What follows belongs to an exercise in optimizing a design on an open flow for small area, a short achievable clock period and few clock cycles; a production flow would make more cautious choices. Power is estimated from default activity; no workload was simulated.

==> run a <==
Design crc16mb, start of the top module:
module crc16mb (
    input  wire        clk,
    input  wire        rst,         
    input  wire        swap_en,     
    input  wire        zp_guard,    
    input  wire        cmd_valid,
    output wire        cmd_ready,
    input  wire [11:0] cmd,
    output reg         rsp_valid,
    output reg  [3:0]  rsp_st,
    output reg  [31:0] rsp_dout
);
    localparam [3:0] ST_OK       = 4'd0,
                     ST_CRCMIS   = 4'd1,
                     ST_BADVAL   = 4'd2,
                     ST_SHORT    = 4'd3,
                     ST_NOTVAL   = 4'd4,
                     ST_OVF      = 4'd5,
                     ST_NORD     = 4'd6,
                     ST_ILLEGAL  = 4'd7;
    localparam [3:0] OP_CRC_INIT = 4'h1,
                     OP_CRC_UPD  = 4'h2,
                     OP_CRC_FIN  = 4'h3,
                     OP_TBL      = 4'h4,
                     OP_QRY      = 4'h5,
                     OP_FRM_CLR  = 4'h6,
                     OP_FRM_PUSH = 4'h7,
                     OP_FRM_SFX  = 4'h8,
                     OP_FRM_VAL  = 4'h9,
                     OP_FRM_DEC  = 4'hA,
                     OP_RD       = 4'hB;
    reg [15:0] crc;
    reg [15:0] crcout;
    reg [8:0]  len;
    reg        crcok, rvalid, ovf, divz;
    reg [15:0] rcrc;               
    reg [7:0]  lb1, lb0;           
    reg [15:0] f_v, f_f, f_pf, f_al;
    reg [31:0] f_i, f_p, f_e;      
    reg        swq, zpq;
    reg        rst_q;              
    reg        vq;                 
    reg [11:0] cq;
    reg        ready_r;
    reg [1:0]  sph;                
    reg        dec_pend;           
  ...
Settings: LEC_CHECK=0, CAP_MARGIN=60, CORE_MARGIN=2, CORE_UTILIZATION=60, PLACE_DENSITY=0.7, SLEW_MARGIN=60; clock period 13.0 ns.
standard.sh (not shown) runs the stock make flow with config.mk's settings and CLKGATE_MAP_FILE= SYNTH_SCRIPT=/design/flow/synth_recipe.tcl, a recipe that flattens the netlist after the stock synthesis.
==> flow/flow/run.sh <==
#!/bin/bash
# Layout flow: the standard flow, except that the slow delay cells
# (clkdlybuf4s*, dlygate*, dlymetal*) and the weakest buffers (buf_1, clkbuf_1) are kept out of every step after
# synthesis, so port buffers and repair buffers are ordinary buffers.
# Synthesis is the standard one, run unchanged. Each step's full output
# goes to a log file of its own in this folder.
set -euo pipefail
bash standard.sh synth > synth.log 2>&1
DU=$(make -s -C "$FLOW_HOME" DESIGN_CONFIG="$PWD/config.mk" WORK_HOME="$PWD/orfs" print-DONT_USE_CELLS 2>/dev/null | sed -n 's/^DONT_USE_CELLS: //p')
for c in clkdlybuf4s15_1 clkdlybuf4s15_2 clkdlybuf4s18_1 clkdlybuf4s18_2 clkdlybuf4s25_1 \
         clkdlybuf4s25_2 clkdlybuf4s50_1 clkdlybuf4s50_2 dlygate4sd1_1 dlygate4sd2_1 \
         dlygate4sd3_1 dlymetal6s2s_1 dlymetal6s4s_1 dlymetal6s6s_1 buf_1 clkbuf_1; do
  DU="$DU sky130_fd_sc_hd__$c"
done
bash standard.sh "DONT_USE_CELLS=$DU" floorplan > floorplan.log 2>&1
bash standard.sh "DONT_USE_CELLS=$DU" place > place.log 2>&1
bash standard.sh "DONT_USE_CELLS=$DU" cts > cts.log 2>&1
bash standard.sh "DONT_USE_CELLS=$DU" route > route.log 2>&1
bash standard.sh "DONT_USE_CELLS=$DU" finish > finish.log 2>&1
==> run b (differences from run a) <==
--- a/flow/design.v
+++ b/flow/design.v
@@ -39,16 +39,17 @@
                      OP_FRM_PUSH = 4'h7,
                      OP_FRM_SFX  = 4'h8,
                      OP_FRM_VAL  = 4'h9,
                      OP_FRM_DEC  = 4'hA,
                      OP_RD       = 4'hB;
     reg [15:0] crc;
     reg [15:0] crcout;
     reg [8:0]  len;
+    reg        l_zero, l_ge2, l_lt13, l_ge25, l_lt32, l_le254, l_full;
     reg        crcok, rvalid, ovf, divz;
     reg [15:0] rcrc;               
     reg [7:0]  lb1, lb0;           
     reg [15:0] f_v, f_f, f_pf, f_al;
     reg [31:0] f_i, f_p, f_e;      
     reg        swq, zpq;
     reg        rst_q;              
     reg        vq;                 
@@ -65,23 +66,27 @@
             OP_FRM_SFX, OP_FRM_VAL, OP_FRM_DEC: illegal_word = (w[7:0] != 8'd0);
             OP_CRC_UPD, OP_TBL, OP_FRM_PUSH:    illegal_word = 1'b0;
             OP_QRY:                             illegal_word = (w[7:0] > 8'd7);
             OP_RD:                              illegal_word = (w[7:0] > 8'd10);
             default:                            illegal_word = 1'b1;
         endcase
     endfunction
     reg  xq;                       
+    reg  d_init, d_upd, d_fin, d_tbl, d_qry, d_clr, d_push, d_sfx, d_val, d_dec;
+    reg  d_rd0, d_rd1, d_rd2, d_rd3, d_rdf;    
     wire illegal = !xq;
     reg  [3:0]         gk;         
     reg  [3:0]         gdi, gdp;   
     reg  [21:0]        gms, gmc;   
     reg  [3:0]         gdp2;       
-    reg  [21:0]        ga1, ga2;
-    wire               gdone = (gk == 4'd10);
+    reg  [21:0]        ga1;        
+    reg  [15:0]        gsum;       
+    reg                gate_q;     
+    wire               gdone = (gk == 4'd11);
     wire [3:0]  i_dig = f_i[{gk[2:0], 2'b00} +: 4];
     wire [3:0]  p_dig = f_p[{gk[2:0], 2'b00} +: 4];
     wire [12:0] g_lo = (gdp == 4'd0) ? 13'd0 :
                          (gdp == 4'd1) ? 13'd500 :
                          (gdp == 4'd2) ? 13'd1000 :
                          (gdp == 4'd3) ? 13'd1500 :
                          (gdp == 4'd4) ? 13'd2000 :
                          (gdp == 4'd5) ? 13'd2500 :
@@ -116,27 +121,23 @@
     wire [21:0] mlo = ~{9'd0, g_lo};
     wire [21:0] m1s = mr0 ^ mr1 ^ mr2;
     wire [21:0] m1c = {(mr0 & mr1) | (mr0 & mr2) | (mr1 & mr2), 1'b0};
     wire [21:0] m2s = m1s ^ m1c ^ mr3;
     wire [21:0] m2c = {(m1s & m1c) | (m1s & mr3) | (m1c & mr3), 1'b1};
     wire [21:0] m3s = m2s ^ m2c ^ mlo;
     wire [21:0] m3c = {(m2s & m2c) | (m2s & mlo) | (m2c & mlo), 1'b0};
     wire [21:0] ga1_in = {{4{ga1[21]}}, ga1[21:4]};
-    wire [21:0] ga2_in = {{4{ga2[21]}}, ga2[21:4]};
     wire [21:0] a1s = ga1_in ^ gms ^ gmc;
     wire [21:0] a1c = {(ga1_in & gms) | (ga1_in & gmc) | (gms & gmc), 1'b0};
-    wire [21:0] a2x = ~gms, a2y = ~gmc, a2w = {8'd0, g_k};
-    wire [21:0] a2s = ga2_in ^ a2x ^ a2y;
-    wire [21:0] a2c = {(ga2_in & a2x) | (ga2_in & a2y) | (a2x & a2y), 1'b1};
-    wire [21:0] a2t = a2s ^ a2c ^ a2w;
-    wire [21:0] a2u = {(a2s & a2c) | (a2s & a2w) | (a2c & a2w), 1'b1};
-    wire        gate_ok = !ga1[21] && !ga2[21];
+    wire        gcy = gsum[3:0] < ga1[3:0];
+    wire [15:0] gsum_d = {{4{gsum[15]}}, gsum[15:4]} + {2'b00, g_k} - {15'd0, gcy};
+    wire        gate_ok = gate_q;
     wire        p_zero  = (f_p == 32'd0);
-    wire        gclr = rst_q || len < 9'd13;
+    wire        gclr = rst_q || l_lt13;
     always @(posedge clk) begin
         if (gclr)
             gk <= 4'd0;
         else if (!gdone)
             gk <= gk + 4'd1;
         if (gclr || gk[3]) begin
             gdi <= 4'd0;
             gdp <= 4'd0;
@@ -144,42 +145,43 @@
             gdi <= i_dig;
             gdp <= p_dig;
         end
         gms  <= m3s;
         gmc  <= m3c;
         gdp2 <= gdp;
         if (gclr) begin
             ga1 <= 22'd0;
-            ga2 <= 22'd0;
+            gsum <= 16'd0;
         end else begin
             ga1 <= a1s + a1c;
-            ga2 <= a2t + a2u;
+            gsum <= gsum_d;
         end
+        gate_q <= !ga1[21] && ($signed({{6{gsum[15]}}, gsum}) >= $signed(ga1));
     end
     wire [15:0] upd_val;                    
-    crc16_step u_upd (.c(op == OP_TBL ? 16'h0000 : crc), .b(arg), .r(upd_val));
+    crc16_step u_upd (.c(d_tbl ? 16'h0000 : crc), .b(arg), .r(upd_val));
     wire [15:0] buf_step;                   
     crc16_step u_buf (.c(rcrc), .b(lb1), .r(buf_step));
     wire exec_op  = xq;
-    wire is_push  = exec_op && op == OP_FRM_PUSH;
-    wire is_sfx   = exec_op && op == OP_FRM_SFX;
-    wire is_dec   = exec_op && op == OP_FRM_DEC;
-    wire len_full = len[8];                 
-    wire len_ge2  = len[8:1] != 8'd0;
-    wire sfx_ok   = !ovf && !(len[8] || len[7:0] == 8'hFF);    
+    wire is_push  = d_push;
+    wire is_sfx   = d_sfx;
+    wire is_dec   = d_dec;
+    wire len_full = l_full;
+    wire len_ge2  = l_ge2;
+    wire sfx_ok   = !ovf && l_le254;
     wire sfx_go   = is_sfx && sfx_ok;       
-    wire dec_need = crcok && len >= 9'd25 && !p_zero;
+    wire dec_need = crcok && l_ge25 && !p_zero;
     wire dec_new_wait = is_dec && dec_need && !gdone;
     wire dec_exec = (is_dec && !dec_new_wait) || (dec_pend && gdone);
     wire       push_wr = is_push && !len_full;
     wire       sfx_wr  = sph[1];            
     wire       wr      = push_wr || sfx_wr;
-    wire [7:0] wbyte   = push_wr ? arg : (sph[0] ? lb0 : lb1);
-    wire       wlow  = wr && len[8:5] == 4'd0;
+    wire [7:0] wbyte   = !sph[1] ? arg : (sph[0] ? lb0 : lb1);
+    wire       wlow  = wr && l_lt32;
     wire [4:0] wpos  = len[4:0];
     always @(posedge clk) begin
         if (wlow) begin
             case (wpos)
                 5'd3:  f_v[15:8]  <= wbyte;
                 5'd4:  f_v[7:0]   <= wbyte;
                 5'd17: f_f[15:8]  <= wbyte;
                 5'd18: f_f[7:0]   <= wbyte;
@@ -223,42 +225,37 @@
             4'd5:    fld_val = f_i;
             4'd6:    fld_val = f_p;
             4'd7:    fld_val = f_e;
             4'd8:    fld_val = {16'd0, f_f};
             4'd9:    fld_val = {16'd0, f_pf};
             default: fld_val = {16'd0, f_al};
         endcase
     end
-    wire o_init = exec_op && op == OP_CRC_INIT;
-    wire o_upd  = exec_op && op == OP_CRC_UPD;
-    wire o_fin  = exec_op && op == OP_CRC_FIN;
-    wire o_tbl  = exec_op && op == OP_TBL;
-    wire o_qry  = exec_op && op == OP_QRY;
-    wire o_clr  = exec_op && op == OP_FRM_CLR;
-    wire o_val  = exec_op && op == OP_FRM_VAL;
-    wire o_rd   = exec_op && op == OP_RD;
+    wire o_init = d_init, o_upd = d_upd, o_fin = d_fin, o_tbl = d_tbl, o_qry = d_qry;
+    wire o_clr  = d_clr, o_val = d_val;
+    wire o_rd0  = d_rd0, o_rd1 = d_rd1, o_rd2 = d_rd2, o_rd3 = d_rd3, o_rdf = d_rdf;
     wire val_ok = !ovf && len_ge2;
     wire val_go = o_val && val_ok;
     wire val_eq = lb1 == rcrc[7:0] && lb0 == rcrc[15:8];
     wire sph1   = sph == 2'd1;
     wire sph3   = sph == 2'd3;
     wire [15:0] crc_sw  = {crc[7:0], crc[15:8]};
     wire [15:0] rcrc_sw = {rcrc[7:0], rcrc[15:8]};
-    wire [15:0] sfx_c   = (len == 9'd0) ? rcrc : buf_step;    
+    wire [15:0] sfx_c   = l_zero ? rcrc : buf_step;    
     wire [15:0] sfx_csw = {sfx_c[7:0], sfx_c[15:8]};
     wire [15:0] crc_d    = o_init ? 16'hFFFF : o_upd ? upd_val : sph1 ? sfx_c :
                            val_go ? rcrc : crc;
     wire [15:0] crcout_d = o_fin ? crc_sw : sph1 ? sfx_csw : val_go ? rcrc_sw : crcout;
     wire [8:0]  len_d    = o_clr ? 9'd0 : wr ? len + 9'd1 : len;
-    wire sel_crc = o_init || o_upd || (o_rd && arg[3:0] == 4'd0);
-    wire sel_cro = o_fin || val_go || sph3 || (o_rd && arg[3:0] == 4'd1);
-    wire sel_len = is_push || (o_rd && arg[3:0] == 4'd2);
-    wire sel_flg = o_rd && arg[3:0] == 4'd3;
-    wire sel_fld = o_rd && arg[3:2] != 2'b00 && rvalid;
+    wire sel_crc = o_init || o_upd || o_rd0;
+    wire sel_cro = o_fin || val_go || sph3 || o_rd1;
+    wire sel_len = is_push || o_rd2;
+    wire sel_flg = o_rd3;
+    wire sel_fld = o_rdf && rvalid;
     wire [31:0] dout_d = ({32{sel_crc}} & {16'd0, crc_d}) |
                          ({32{sel_cro}} & {16'd0, crcout_d}) |
                          ({32{sel_len}} & {23'd0, len_d}) |
                          ({32{o_tbl}}   & {16'd0, upd_val}) |
                          ({32{o_qry}}   & {24'd0, qry_byte}) |
                          ({32{sel_flg}} & {28'd0, divz, ovf, rvalid, crcok}) |
                          ({32{sel_fld}} & fld_val);
     reg [3:0] st_d;
@@ -267,29 +264,30 @@
         if (vq && !xq)
             st_d = ST_ILLEGAL;
         else if ((is_push && len_full) || (is_sfx && !sfx_ok) || (o_val && ovf))
             st_d = ST_OVF;
         else if (o_val && !len_ge2)
             st_d = ST_SHORT;
         else if (o_val && !val_eq)
             st_d = ST_CRCMIS;
-        else if (o_rd && arg[3:2] != 2'b00 && !rvalid)
+        else if (o_rdf && !rvalid)
             st_d = ST_NORD;
         else if (dec_exec) begin
             if (!crcok)
                 st_d = ST_NOTVAL;
-            else if (len < 9'd25)
+            else if (!l_ge25)
                 st_d = ST_SHORT;
             else if (p_zero ? !zpq : !gate_ok)
                 st_d = ST_BADVAL;
         end
     end
     wire        accept  = cmd_valid && ready_r;
     wire [3:0]  cmd_op  = cmd[11:8];
+    wire        a_zero  = cmd[7:0] == 8'd0;
     always @(posedge clk) begin
         if (rst) begin
             vq        <= 1'b0;
             xq        <= 1'b0;
             ready_r   <= 1'b1;
             sph       <= 2'd0;
             dec_pend  <= 1'b0;
             rsp_valid <= 1'b0;
@@ -308,24 +306,47 @@
             if (dec_exec)
                 dec_pend <= 1'b0;
             else if (dec_new_wait)
                 dec_pend <= 1'b1;
         end
     end
     always @(posedge clk) begin
         rst_q    <= rst;
+        d_init <= accept && cmd_op == OP_CRC_INIT && a_zero;
+        d_upd  <= accept && cmd_op == OP_CRC_UPD;
+        d_fin  <= accept && cmd_op == OP_CRC_FIN && a_zero;
+        d_tbl  <= accept && cmd_op == OP_TBL;
+        d_qry  <= accept && cmd_op == OP_QRY && cmd[7:3] == 5'd0;
+        d_clr  <= accept && cmd_op == OP_FRM_CLR && a_zero;
+        d_push <= accept && cmd_op == OP_FRM_PUSH;
+        d_sfx  <= accept && cmd_op == OP_FRM_SFX && a_zero;
+        d_val  <= accept && cmd_op == OP_FRM_VAL && a_zero;
+        d_dec  <= accept && cmd_op == OP_FRM_DEC && a_zero;
+        d_rd0  <= accept && cmd_op == OP_RD && cmd[7:0] == 8'd0;
+        d_rd1  <= accept && cmd_op == OP_RD && cmd[7:0] == 8'd1;
+        d_rd2  <= accept && cmd_op == OP_RD && cmd[7:0] == 8'd2;
+        d_rd3  <= accept && cmd_op == OP_RD && cmd[7:0] == 8'd3;
+        d_rdf  <= accept && cmd_op == OP_RD && cmd[7:4] == 4'd0 && cmd[3:2] != 2'b00 &&
+                  cmd[3:0] <= 4'd10;
         swq      <= swap_en;
         zpq      <= zp_guard;
         cq       <= cmd;
         rsp_st   <= st_d;
         rsp_dout <= dout_d;
         crc    <= crc_d;
         crcout <= crcout_d;
         len    <= len_d;
+        l_zero  <= len_d == 9'd0;
+        l_ge2   <= len_d >= 9'd2;
+        l_lt13  <= len_d < 9'd13;
+        l_ge25  <= len_d >= 9'd25;
+        l_lt32  <= len_d < 9'd32;
+        l_le254 <= len_d <= 9'd254;
+        l_full  <= len_d[8];
         if (sfx_go) begin
             if (len_ge2)
                 rcrc <= buf_step;
             lb1 <= lb0;
         end
         if (sph1) begin
             rcrc <= sfx_c;
             lb1  <= sfx_c[7:0];
@@ -353,23 +374,24 @@
             crcok  <= 1'b0;
             rvalid <= 1'b0;
             if (!sfx_ok)
                 ovf <= 1'b1;
         end
         if (o_val)
             crcok <= val_go && val_eq;
         if (dec_exec) begin
-            divz   <= crcok && len >= 9'd25 && p_zero && !zpq;
-            rvalid <= crcok && len >= 9'd25 && (p_zero ? zpq : gate_ok);
+            divz   <= crcok && l_ge25 && p_zero && !zpq;
+            rvalid <= crcok && l_ge25 && (p_zero ? zpq : gate_ok);
         end
         if (rst_q) begin
             crc    <= 16'hFFFF;
             crcout <= 16'hFFFF;
             len    <= 9'd0;
+            {l_zero, l_ge2, l_lt13, l_ge25, l_lt32, l_le254, l_full} <= 7'b1010110;
             rcrc   <= 16'hFFFF;
             crcok  <= 1'b0;
             rvalid <= 1'b0;
             ovf    <= 1'b0;
             divz   <= 1'b0;
         end
     end
 endmodule
==> flow/config.mk (replaced) <==
export PLATFORM = sky130hd
export DESIGN_NAME = crc16mb
export DESIGN_NICKNAME = crc16mb
export VERILOG_FILES = /design/flow/design.v
export SDC_FILE = /design/flow/constraint.sdc
export NUM_CORES = 8
export LEC_CHECK = 0
export CAP_MARGIN = 20
export CORE_MARGIN = 2
export CORE_UTILIZATION = 60
export CTS_CLUSTER_DIAMETER = 80
export CTS_CLUSTER_SIZE = 25
export PLACE_DENSITY = 0.7
export SLEW_MARGIN = 20
==> run c (differences from run a) <==
==> flow/flow/run.sh (replaced) <==
#!/bin/bash
# Layout flow: the standard flow, except that the slow delay cells
# (clkdlybuf4s*, dlygate*, dlymetal*) are kept out of every step after
# synthesis, so port buffers and repair buffers are ordinary buffers.
# Synthesis is the standard one, run unchanged. Each step's full output
# goes to a log file of its own in this folder.
set -euo pipefail
bash standard.sh synth > synth.log 2>&1
DU=$(make -s -C "$FLOW_HOME" DESIGN_CONFIG="$PWD/config.mk" WORK_HOME="$PWD/orfs" print-DONT_USE_CELLS 2>/dev/null | sed -n 's/^DONT_USE_CELLS: //p')
for c in clkdlybuf4s15_1 clkdlybuf4s15_2 clkdlybuf4s18_1 clkdlybuf4s18_2 clkdlybuf4s25_1 \
         clkdlybuf4s25_2 clkdlybuf4s50_1 clkdlybuf4s50_2 dlygate4sd1_1 dlygate4sd2_1 \
         dlygate4sd3_1 dlymetal6s2s_1 dlymetal6s4s_1 dlymetal6s6s_1; do
  DU="$DU sky130_fd_sc_hd__$c"
done
bash standard.sh "DONT_USE_CELLS=$DU" floorplan > floorplan.log 2>&1
bash standard.sh "DONT_USE_CELLS=$DU" place > place.log 2>&1
bash standard.sh "DONT_USE_CELLS=$DU" cts > cts.log 2>&1
bash standard.sh "DONT_USE_CELLS=$DU" route > route.log 2>&1
bash standard.sh "DONT_USE_CELLS=$DU" finish > finish.log 2>&1
==> flow/config.mk (replaced) <==
export PLATFORM = sky130hd
export DESIGN_NAME = crc16mb
export DESIGN_NICKNAME = crc16mb
export VERILOG_FILES = /design/flow/design.v
export SDC_FILE = /design/flow/constraint.sdc
export NUM_CORES = 8
export LEC_CHECK = 0
export CAP_MARGIN = 20
export CORE_MARGIN = 2
export CORE_UTILIZATION = 60
export PLACE_DENSITY = 0.7
export SLEW_MARGIN = 20
==> summary.txt <==
Run a completed with no timing, DRC or antenna violations. Run c ran to the end with no violations. Run b finished with timing, DRC and antenna clean.
Against run c, the fmax of run b is lower by about 5%.
Of run a and run c, run a has the higher non-clock buffer count (gap 6).
Register-to-register slack: run a is lower than run b (0.09 ns).
In run b the sequential power is lower than in run c, by about 6%.
No run of this note included a check of the RTL's function; only the layout flow was run.

==> what the ideal ports hide <==
The results above use ideal ports. As a check the final layouts listed here were re-extracted and re-timed, cells and wires unchanged. Step 1 (the two cells are an assumption about what drives the block):
set clk [get_ports {clk}]
set_driving_cell -lib_cell sky130_fd_sc_hd__clkbuf_16 $clk
set_driving_cell -lib_cell sky130_fd_sc_hd__buf_2 [delete_from_list [all_inputs] $clk]
Step 2 times the ports against the registers' clock, not the clock port: input delays grow and output delays shrink by t, the midpoint of the rising clock arrivals with the driver on. Slacks: ideal / step 1 / step 2; pairs: ideal / step 1.
run	shift t [ns]	setup WS [ns]	latest minus earliest clock arrival (ns)	worst register clock-pin slew, ns
run a	0.609	9.201 / 9.201 / 8.844	0.025 / 0.025	0.07 / 0.07
run b	0.615	8.853 / 8.888 / 8.274	0.029 / 0.029	0.11 / 0.11
run c	0.615	9.064 / 9.064 / 8.823	0.041 / 0.041	0.07 / 0.07
After both steps every run listed still meets setup and hold. The setup slack of run b, which loses most, moves by +0.035 ns with the drivers and by -0.579 ns with both steps.
